What follows belongs to an exercise in optimizing a design on an open flow for small area; a production flow would make more cautious choices.
Only simulation tests tie the RTL to the original design; equivalence was not proved.
Power figures rest on the tool's default switching activity, not on a simulated workload.

Design cfc, start of the top module:
module cfc (
    input  wire        clk,
    input  wire        rst,             
    input  wire        tx_we,
    input  wire [3:0]  tx_waddr,
    input  wire [15:0] tx_wdata,
    input  wire        start,
    input  wire [3:0]  start_cnt_m1,    
    input  wire [15:0] start_timeout,   
    input  wire        line_in,
    output reg         line_out,
    input  wire        abort_ok,
    input  wire [5:0]  rx_raddr,
    output wire [15:0] rx_rdata,
    output wire        busy,
    output reg         done,
    output reg  [1:0]  outcome,         
    output reg  [5:0]  rx_len,
    output wire        halted,
    output reg  [15:0] perrcnt
);
Settings: LEC_CHECK=0, CAP_MARGIN=0, CORE_MARGIN=2, CORE_UTILIZATION=40, SLEW_MARGIN=0; clock period 10.0 ns.
standard.sh (not shown) runs the stock make flow with config.mk's settings and CLKGATE_MAP_FILE= SYNTH_SCRIPT=/design/flow/synth_recipe.tcl, a recipe that flattens the netlist after the stock synthesis.
==> flow/flow/run.sh <==
#!/bin/bash
# Standard ORFS layout (the standard.sh, standard synthesis unchanged) with two changes:
# - ports are buffered with the smallest buffer, sky130_fd_sc_hd__buf_1;
# - clock tree built from clkbuf_8 in small clusters, without dummy loads.
set -euo pipefail
bash standard.sh finish \
  "BUFFER_PORTS_ARGS=-buffer_cell sky130_fd_sc_hd__buf_1" \
  "CTS_ARGS=-sink_clustering_enable -repair_clock_nets -buf_list sky130_fd_sc_hd__clkbuf_8 -sink_clustering_size 20 -sink_clustering_max_diameter 60 -dont_use_dummy_load" \
  > standard_flow.log 2>&1
The starting point went through all stages and came out clean.
Change:
Settings changed: CAP_MARGIN 0 to 20, SLEW_MARGIN 0 to 20.
Result: Synthesized cell count does not change. Cell area stays flat. Die area stays the same. Non-clock buffer count climbs by 1. Critical path depth is unchanged. Via count climbs by 0.58%. Sequential share of layout area is about the same.

== alpha ==
The RTL this note starts from:
==> flow/design.v <==
module cfc (
    input  wire        clk,
    input  wire        rst,             
    input  wire        tx_we,
    input  wire [3:0]  tx_waddr,
    input  wire [15:0] tx_wdata,
    input  wire        start,
    input  wire [3:0]  start_cnt_m1,    
    input  wire [15:0] start_timeout,   
    input  wire        line_in,
    output reg         line_out,
    input  wire        abort_ok,
    input  wire [5:0]  rx_raddr,
    output wire [15:0] rx_rdata,
    output wire        busy,
    output reg         done,
    output reg  [1:0]  outcome,         
    output reg  [5:0]  rx_len,
    output wire        halted,
    output reg  [15:0] perrcnt
);
    localparam [2:0] S_IDLE = 3'b000;
    localparam [2:0] S_ARM  = 3'b001;
    localparam [2:0] S_FLY  = 3'b011;
    localparam [2:0] S_TD   = 3'b010;
    localparam [2:0] S_HALT = 3'b100;
    localparam [1:0] TX_PRE  = 2'd0;    
    localparam [1:0] TX_WORD = 2'd1;
    localparam [1:0] TX_END  = 2'd2;
    localparam [1:0] TX_OFF  = 2'd3;
    localparam [3:0] RX_QUIET = 4'd0;
    localparam [3:0] RX_ARM   = 4'd1;
    localparam [3:0] RX_HIGH  = 4'd2;
    localparam [3:0] RX_Z     = 4'd3;
    localparam [3:0] RX_P1    = 4'd4;
    localparam [3:0] RX_P2    = 4'd5;
    localparam [3:0] RX_P3    = 4'd6;
    localparam [3:0] RX_WS_A  = 4'd7;
    localparam [3:0] RX_WS_B  = 4'd8;
    localparam [3:0] RX_BIT_A = 4'd9;
    localparam [3:0] RX_BIT_B = 4'd10;
    localparam [3:0] RX_STALL = 4'd11;
    reg [2:0]   st;
    wire idle   = (st == S_IDLE);
    wire armed  = (st == S_ARM);
    wire fly    = (st == S_FLY);
    wire td     = (st == S_TD);
    wire hlt    = st[2];
    assign busy   = st[0] | st[1];
    assign halted = hlt;
    reg [9:0]   txb [0:15];
    reg [319:0] rxc;
    always @(posedge clk)
        if (!rst && !busy && tx_we)
            txb[tx_waddr] <= tx_wdata[9:0];
    wire [4:0] rx_pos = rx_len[4:0] + ~rx_raddr[4:0];
    wire [9:0] rx_word_out = rxc[rx_pos*10 +: 10];
    assign rx_rdata = {6'd0, rx_word_out};
    reg [3:0]  ph;         
    reg [11:0] tblk;       
    reg        tfrac;      
    reg        term;       
    wire poll      = fly && (ph == 4'd0);
    wire t_expired = (tblk == 12'd0) && !tfrac;
    wire exit_done = poll && term;
    wire exit_to   = poll && !term && t_expired;
    wire run       = fly && !exit_done && !exit_to;
    reg [1:0] txs;
    reg [4:0] tp;
    reg [3:0] ti;
    reg [3:0] tcnt;
    wire [9:0] tw = txb[ti];
    wire [3:0] tq = tp[4:1];
    reg        tb_bit;
    always @* begin
        case (tq)
            4'd0:    tb_bit = 1'b1;
            4'd1:    tb_bit = tw[9];
            4'd2:    tb_bit = tw[8];
            4'd3:    tb_bit = tw[7];
            4'd4:    tb_bit = tw[6];
            4'd5:    tb_bit = tw[5];
            4'd6:    tb_bit = tw[4];
            4'd7:    tb_bit = tw[3];
            4'd8:    tb_bit = tw[2];
            4'd9:    tb_bit = tw[1];
            4'd10:   tb_bit = tw[0];
            default: tb_bit = ~^tw;
        endcase
    end
    reg tx_chip;
    always @* begin
        case (txs)
            TX_PRE:  tx_chip = (tp < 5'd10) ? tp[0] : (tp >= 5'd12);
            TX_WORD: tx_chip = tp[0] ? tb_bit : ~tb_bit;
            TX_END:  tx_chip = tp[1];
            default: tx_chip = 1'b0;
        endcase
    end
    reg [3:0] rxs;
    reg       rxa;
    reg [3:0] rnb;
    reg       rpar;        
    reg [5:0] rxwp;
    wire c       = line_in;
    wire rx_full = (rxwp >= 6'd33);
    always @(posedge clk) begin
        if (idle) begin
            tcnt  <= start_cnt_m1;
            tblk  <= start_timeout[15:4];
            tfrac <= |start_timeout[3:0];
        end
        if (armed)
            ph <= 4'd0;
        else if (run || (td && !abort_ok))
            ph <= ph + 4'd1;
        if (poll && !exit_done && !exit_to) begin
            if (tblk != 12'd0)
                tblk <= tblk - 12'd1;
            else
                tfrac <= 1'b0;
        end
        if (armed) begin
            txs <= TX_PRE;
            tp  <= 5'd0;
            ti  <= 4'd0;
        end else if (run) begin
            case (txs)
                TX_PRE: begin
                    if (tp == 5'd14) begin
                        txs <= TX_WORD;
                        tp  <= 5'd0;
                    end else begin
                        tp <= tp + 5'd1;
                    end
                end
                TX_WORD: begin
                    if (tp == 5'd23) begin
                        tp <= 5'd0;
                        if (ti == tcnt)
                            txs <= TX_END;
                        else
                            ti <= ti + 4'd1;
                    end else begin
                        tp <= tp + 5'd1;
                    end
                end
                TX_END: begin
                    if (tp == 5'd3)
                        txs <= TX_OFF;
                    else
                        tp <= tp + 5'd1;
                end
                default: ;
            endcase
        end
        if (armed) begin
            rxs  <= RX_QUIET;
            rxwp <= 6'd0;
            term <= 1'b0;
        end else if (run) begin
            case (rxs)
                RX_QUIET: if (!c) rxs <= RX_ARM;
                RX_ARM:   if (c)  rxs <= RX_HIGH;
                RX_HIGH:  if (!c) rxs <= RX_Z;
                RX_Z:     rxs <= c ? RX_HIGH : RX_P1;
                RX_P1:    rxs <= c ? RX_P2 : RX_ARM;
                RX_P2:    rxs <= c ? RX_P3 : RX_Z;
                RX_P3:    rxs <= c ? RX_WS_A : RX_Z;
                RX_WS_A: begin
                    rxa <= c;
                    rxs <= RX_WS_B;
                end
                RX_WS_B: begin
                    if (!rxa && c) begin
                        rnb  <= 4'd0;
                        rpar <= 1'b0;
                        rxs  <= RX_BIT_A;
                    end else if (!rx_full) begin
                        if (!term)
                            rx_len <= rxwp;
                        term <= 1'b1;
                        rxwp <= rxwp + 6'd1;
                        rxs  <= RX_QUIET;
                    end else begin
                        rxs <= RX_STALL;
                    end
                end
                RX_BIT_A: rxs <= RX_BIT_B;
                RX_BIT_B: begin
                    rnb <= rnb + 4'd1;
                    if (rnb == 4'd10) begin
                        if (!rx_full) begin
                            rxwp <= rxwp + 6'd1;
                            if (c == rpar && perrcnt != 16'hFFFF)
                                perrcnt <= perrcnt + 16'd1;
                            rxs <= RX_WS_A;
                        end else begin
                            rxs <= RX_STALL;
                        end
                    end else begin
                        rpar <= rpar ^ c;
                        if (!term)
                            rxc <= {rxc[318:0], c};
                        rxs <= RX_BIT_A;
                    end
                end
                default: ;
            endcase
        end
        done     <= 1'b0;
        line_out <= run & tx_chip;
        case (st)
            S_IDLE: if (start) st <= S_ARM;
            S_ARM:  st <= S_FLY;
            S_FLY: begin
                if (exit_done || exit_to) begin
                    st      <= S_TD;
                    outcome <= {1'b0, exit_to};
                end
            end
            S_TD: begin
                if (abort_ok) begin
                    st   <= S_IDLE;
                    done <= 1'b1;
                end else if (ph[2:0] == 3'd7) begin
                    st      <= S_HALT;
                    outcome <= 2'd2;
                    done    <= 1'b1;
                end
            end
            S_HALT: if (start) done <= 1'b1;
            default: st <= S_IDLE;
        endcase
        if (rst) begin
            st       <= S_IDLE;
            line_out <= 1'b0;
            done     <= 1'b0;
            outcome  <= 2'd0;
            rx_len   <= 6'd0;
            perrcnt  <= 16'd0;
        end
    end
endmodule
export LEC_CHECK = 0
export CAP_MARGIN = 20
export CORE_MARGIN = 2
export CORE_UTILIZATION = 40
export CTS_BUF_LIST = sky130_fd_sc_hd__clkbuf_16
export CTS_CLUSTER_DIAMETER = 60
export CTS_CLUSTER_SIZE = 28
export SLEW_MARGIN = 20
create_clock -name core_clock -period 10.0 [get_ports {clk}]
run.sh (not shown) runs the stock make flow with config.mk's settings and CLKGATE_MAP_FILE= SYNTH_SCRIPT=/design/flow/synth_recipe.tcl, a recipe that flattens the netlist after the stock synthesis.
Stock flow here: none of the scripts above is used.
For beta, these inputs were changed with respect to alpha:
diff --git a/flow/config.mk b/flow/config.mk
--- a/flow/config.mk
+++ b/flow/config.mk
@@ -9,6 +9,6 @@
 export CORE_MARGIN = 2
 export CORE_UTILIZATION = 40
-export CTS_BUF_LIST = sky130_fd_sc_hd__clkbuf_16
+export CTS_BUF_LIST = sky130_fd_sc_hd__clkbuf_8
 export CTS_CLUSTER_DIAMETER = 60
-export CTS_CLUSTER_SIZE = 28
+export CTS_CLUSTER_SIZE = 18
 export SLEW_MARGIN = 20
Results
- Worst slew slack as a fraction of its limit across beta and alpha: no real change.
- Per the final summary, beta finished and its layout is clean on timing, DRC and antenna.
- Between beta and alpha, routed length on met1 is higher for alpha, beta comes in under that.
- Growth of design area from synthesis to finish, beta and alpha: lower on beta
- beta -> alpha: number of max-slew violations in the final report delta 0, exact match
- Global-route usage essentially unchanged between beta and alpha.
- Switching share of power in beta is 0.16 points lower than in alpha
- Summary of beta over alpha: routed length on met2 rose by 1.3%, clock power went down 23%.
- Part of the power in combinational logic delta for beta relative to alpha: 0.4 points higher
Modified inputs, gamma compared to beta
diff --git a/flow/config.mk b/flow/config.mk
--- a/flow/config.mk
+++ b/flow/config.mk
@@ -9,6 +9,3 @@
 export CORE_MARGIN = 2
 export CORE_UTILIZATION = 40
-export CTS_BUF_LIST = sky130_fd_sc_hd__clkbuf_8
-export CTS_CLUSTER_DIAMETER = 60
-export CTS_CLUSTER_SIZE = 18
 export SLEW_MARGIN = 20
Findings:
Side by side, combinational power share turned out lower in gamma than in beta. As far as fraction of registers with async set or reset after synthesis goes, beta and gamma are indistinguishable; the numbers are identical. gamma vs beta: total power up.

## re-timing with driven ports
The results above use ideal ports. As a check the final layouts listed here were re-extracted and re-timed, cells and wires unchanged. Step 1: set_driving_cell puts a clkbuf_16 on clk and a buf_2 on each other input, an assumption about the parent block. Step 2 adds t to the input delays and takes it off the output delays; t is the mean of the earliest and latest rising clock arrival at the registers after step 1. Input paths then give back, and output paths get back, about the clock's delay inside the block. Three values: ideal ports, drivers, drivers and shift; two values: the first two.
| run | t (ns) | slack for setup (ns) | clock arrival spread, ns | worst register clock-pin slew, ns | worst slew at a driven data input, ns |
|---|---|---|---|---|---|
| the first run of note 1 | 0.647 | 2.456 / 2.420 / 2.420 | 0.085 / 0.085 | 0.12 / 0.12 | 0.06 |
| the second run of note 1 | 0.651 | 2.447 / 2.410 / 2.410 | 0.072 / 0.072 | 0.12 / 0.12 | 0.05 |
| alpha | 0.633 | 1.912 / 1.890 / 1.890 | 0.043 / 0.043 | 0.10 / 0.10 | 0.06 |
| beta | 0.689 | 1.916 / 1.895 / 1.895 | 0.045 / 0.045 | 0.11 / 0.11 | 0.05 |
| gamma | 0.658 | 1.933 / 1.911 / 1.911 | 0.029 / 0.030 | 0.06 / 0.06 | 0.05 |
After both steps every run listed still meets setup and hold. The setup slack of the second run of note 1, which loses most, moves by -0.037 ns with the drivers and by -0.037 ns with both steps.
